What follows belongs to an exercise in optimizing a design on an open flow for small area, a short achievable clock period and few clock cycles per item; a production flow would make more cautious choices. The RTL was checked by simulation tests, not by an equivalence proof against the original design.

==> flow/design.v, too long to show whole: its modules and the start of the top module <==
// module cmpr_enc4: 806 lines
// module cmpr_sqd: 342 lines
// module cmpr_gbe: 1240 lines
// module cmpr_bl21: 144 lines
module cmpr_enc4 (
    input  wire         clk,
    input  wire         rst,
    input  wire         in_valid,
    output wire         in_ready,
    input  wire [511:0] in_pixels,
    input  wire [31:0]  in_dim,
    output reg          out_valid,
    output reg  [15:0]  out_r0,
    output reg  [15:0]  out_r1,
    output reg  [31:0]  out_idx,
    output reg  [3:0]   out_flags
);
  // ...
==> flow/run.sh <==
#!/bin/bash
# synth_recipe.tcl (not shown) runs the flow's synth.tcl, then flattens the netlist and writes it again
# the make line also repeats each setting of config.mk as NAME=value (left out here)
make -C /OpenROAD-flow-scripts/flow DESIGN_CONFIG=/design/flow/config.mk WORK_HOME=/design/flow/orfs CLKGATE_MAP_FILE= SYNTH_SCRIPT=/design/flow/synth_recipe.tcl finish
==> flow/config.mk <==
export PLATFORM = sky130hd
export DESIGN_NAME = cmpr_enc4
export DESIGN_NICKNAME = cmpr_enc4
export VERILOG_FILES = /design/flow/design.v
export SDC_FILE = /design/flow/constraint.sdc
export NUM_CORES = 8
export LEC_CHECK = 0
export CAP_MARGIN = 20
export CORE_MARGIN = 2
export CORE_UTILIZATION = 45
export PLACE_DENSITY = 0.6
export SLEW_MARGIN = 20
==> flow/constraint.sdc <==
create_clock -name core_clock -period 23.0 [get_ports {clk}]
set_input_delay 4.6000 -clock core_clock [delete_from_list [all_inputs] [get_ports {clk}]]
set_output_delay 4.6000 -clock core_clock [all_outputs]
set_load 0.01 [all_outputs]
==> flow_summary.json, run 1 <==
{
  "num_vias": 280400,
  "cts_made_buffers": 467,
  "pin_count": 617,
  "grt_overflow": 0,
  "slew_viol_final": 13,
  "die_width_um": 897.2,
  "timing.final.crit_share_pct": 31.65,
  "so_faults": "max-capacitance violations, max-slew violations",
  "ys_ff_latch": 4025,
  "placeableCoreArea_um2": 796600,
  "cp_max_fo": 7,
  "hold_path_depth": 0,
  "use_met1_pct": 47.20,
  "crit_chain": "clkdlybuf4s50_1",
  "portBuffers": 616,
  "wl_per_cell_um": 33.19,
  "multi_input_area_um2": 249900,
  "tns_ns": 0,
  "ctsResizeCount": 0,
  "ant_nets": 0,
  "cap_violations": 1,
  "start_kind": "flop",
  "synth_fa_ha_area_share_pct": 37.80,
  "routed_wl_um": 1604000,
  "syn_avg_cell_area_um2": 9.899,
  "dp_hpwl_um": 1278000,
  "synth_most_common_cell": "inv_1",
  "synth_top_area_share_pct": 25.64,
  "ff2ff_path_depth": 17,
  "die_h_um": 897.2,
  "synth_warnings": 3,
  "dr.pass1.iters": 13,
  "slew_headroom_pct": -24.22,
  "status": "failed layout checks",
  "final_common_cell": "inv_1",
  "pre_cts_ws_ns": 16.25,
  "r2r-start": "pal1[24]"
}
Testbench counts, summed over its fixed seeds: cycles 7,247, blocks 512.
==> run 2: changes to the inputs <==
--- a/flow/config.mk
+++ b/flow/config.mk
@@ -7,3 +7,3 @@
 export LEC_CHECK = 0
-export CAP_MARGIN = 20
+export CAP_MARGIN = 35
 export CORE_MARGIN = 2
@@ -11,2 +11,2 @@
 export PLACE_DENSITY = 0.6
-export SLEW_MARGIN = 20
+export SLEW_MARGIN = 35
==> flow_summary.json, run 2 <==
{
  "cp_top_family": "buffers and inverters",
  "cp_max_fo": 7,
  "syn_area_um2": 359000,
  "critPathMaxStageDelay_ns": 1.03,
  "cts_buffer_depth": 4,
  "synth_most_common_cell": "inv_1",
  "track_usage_pct": 39.24,
  "tns_ns": 0,
  "crit_chain": "clkdlybuf4s50_1",
  "routed_wl_um": 1608000,
  "die_width_um": 897.2,
  "rows": 328,
  "synth_edf_count": 310,
  "grt_max_degree": 61,
  "cts.sinks": 4025,
  "cts.clk_slew.worst_paths_ns": 0.07,
  "reg2reg_setup_slack_ns": 16.91,
  "ctsResizeCount": 0,
  "status": "finished clean",
  "synth.distinct_cells": 94,
  "cts_made_buffers": 473,
  "detail_route.vias_per_cell": 5.807,
  "ant_nets": 0,
  "grt_pass1_vias": 281500,
  "wl_per_cell_um": 33.27,
  "reg.largest.list": "g2r0 x44, g2r1 x44, gbest x44",
  "die_h_um": 897.2,
  "drt_iter0_drc": 28700,
  "layout_setup_ws_ns": 15.74,
  "cts_post_setup_buffers_inserted": 0,
  "place_congestion": 1.091,
  "synth.top_cells.by_count": "5,872 x inv_1, 4,597 x fa_1, 3,715 x dfxtp_1",
  "worst_slew_pin_slew_ns": 1.139,
  "placeableCoreArea_um2": 796600,
  "fin_skew_ns": 0.1571,
  "pin_count": 617,
  "hold_slack_ns": 0.3025,
  "pre_cts_ws_ns": 16.27,
  "setup_viol": 0,
  "synth_cells": 36270,
  "grt_pass1_wl_um": 2220000,
  "start_kind": "flop",
  "timing.fmax_mhz": 137.8,
  "num_vias": 280800,
  "synthFlopType": "dfxtp_1",
  "dp_hpwl_um": 1279000,
  "synth_nets": 44900,
  "hp-class": "reg2reg",
  "timing.final.crit_share_pct": 31.55,
  "path_buf_inv": 1,
  "drc": 0,
  "finalHoldViolations": 0,
  "fin_area_um2": 399100,
  "dieArea_um2": 804900,
  "dr.pass1.iters": 11,
  "clock_latency_ns": 1.24,
  "syn_avg_cell_area_um2": 9.899,
  "endpoint_kind": "primary output",
  "initial_core_util_pct": 45.07,
  "clockRootBuffer": "clkbuf_16",
  "grt_overflow": 0,
  "period_minus_slack_ns": 7.257,
  "postCtsHoldBufs": 0,
  "cts_tree": "yes",
  "synth_top_area_share_pct": 25.64,
  "synth_warnings": 3,
  "yosysTopAreaCell": "fa_1",
  "ys_ff_latch": 4025,
  "h-tree-depth": 5,
  "drive_gt1_share_pct": 8.624,
  "antenna_found_initial": 400,
  "area_delta_synth_final_pct": 11.16,
  "ys_seq_area_share_pct": 23.31,
  "async_flop_share_pct": 0,
  "layout_common_cells": "5,869 x inv_1, 4,597 x fa_1, 3,581 x and2_1, 3,535 x dfxtp_1, 3,490 x ha_1",
  "portBuffers": 616,
  "cp.arrival_ns": 2.66,
  "cap_violations": 0,
  "slew_viol_final": 0,
  "netlist_top_cells_area": "fa_1 26%, dfxtp_1 21%, ha_1 12%",
  "critPathSlowestCell": "clkdlybuf4s50_1",
  "placed_area_um2": 380500,
  "final_common_cell": "inv_1",
  "critical_path_class": "reg2out",
  "layout.nets": 45530,
  "slew_headroom_pct": 23.51,
  "rsz0062_at_grt": "false",
  "crit_required_ns": 18.40
}
## run 2: through the flow
step	instances	util (%)
floorplan	36270	-
global placement	46960	47.68
detailed placement	46970	47.77
CTS	47860	49.89
global route	48030	50.00
finish	48350	50.10
## run 2: cells by family after synthesis
logic type	Yosys count	synth area share (%)
muxes	1699	5.258
buffers and inverters	7017	7.347
and+or+nand+nor	8759	13.06
AOI/OAI and AO/OA	5301	9.865
adders and majority gates	8087	37.80
xor gates and xnor gates	1378	3.362
DFF	4025	23.31
## run 2: area by class of cell
class / count / area (um2)
Antenna cell: 485 / 1214
Clock buffer: 603 / 13290
Clock inverter: 284 / 3613
Fill cell: 73370 / 397500
Inverter: 5875 / 22050
Multi-Input combinational cell: 25220 / 250400
Sequential cell: 4025 / 83930
Tap cell: 10560 / 13210
Timing Repair Buffer: 1292 / 11390
## run 2: metal layers
metal | GRT usage [%] | vias to the layer above | routed length [um]
met2 | 57.60 | 15330 | 674500
li1 | - | 119600 | -
met1 | 47.40 | 141000 | 608400
met4 | 30.75 | 160 | 156400
met3 | 12.88 | 4709 | 167700
met5 | 0.9631 | - | 1413
## run 2: final timing paths
kind,start,endpoint,cells after the start
min,gb1.ra[0],gd1[0],0
max reg2reg,pal1[24],pal2[23],17
max,inrdy,in_ready,1
min reg2reg,gb1.ra[0],gd1[0],0

==> what the ideal ports hide <==
No port has a modelled driver above. Below, the same layouts with a new extraction and two added sets of constraints. Step 1, drivers: a clkbuf_16 drives clk and a buf_2 each remaining input, both assumed. Step 2 times the ports against the registers' clock, not the clock port: input delays grow and output delays shrink by t, the midpoint of the rising clock arrivals with the driver on. Three values: ideal, step 1, step 2; two values: the first two.
run | t, ns | setup slack, ns | worst register clock-pin slew, ns | cell pins on the clock port's net
run 1 | 1.288 | 15.720 / 15.563 / 15.973 | 0.08 / 0.08 | 1
run 2 | 1.305 | 15.743 / 15.589 / 16.184 | 0.08 / 0.08 | 1
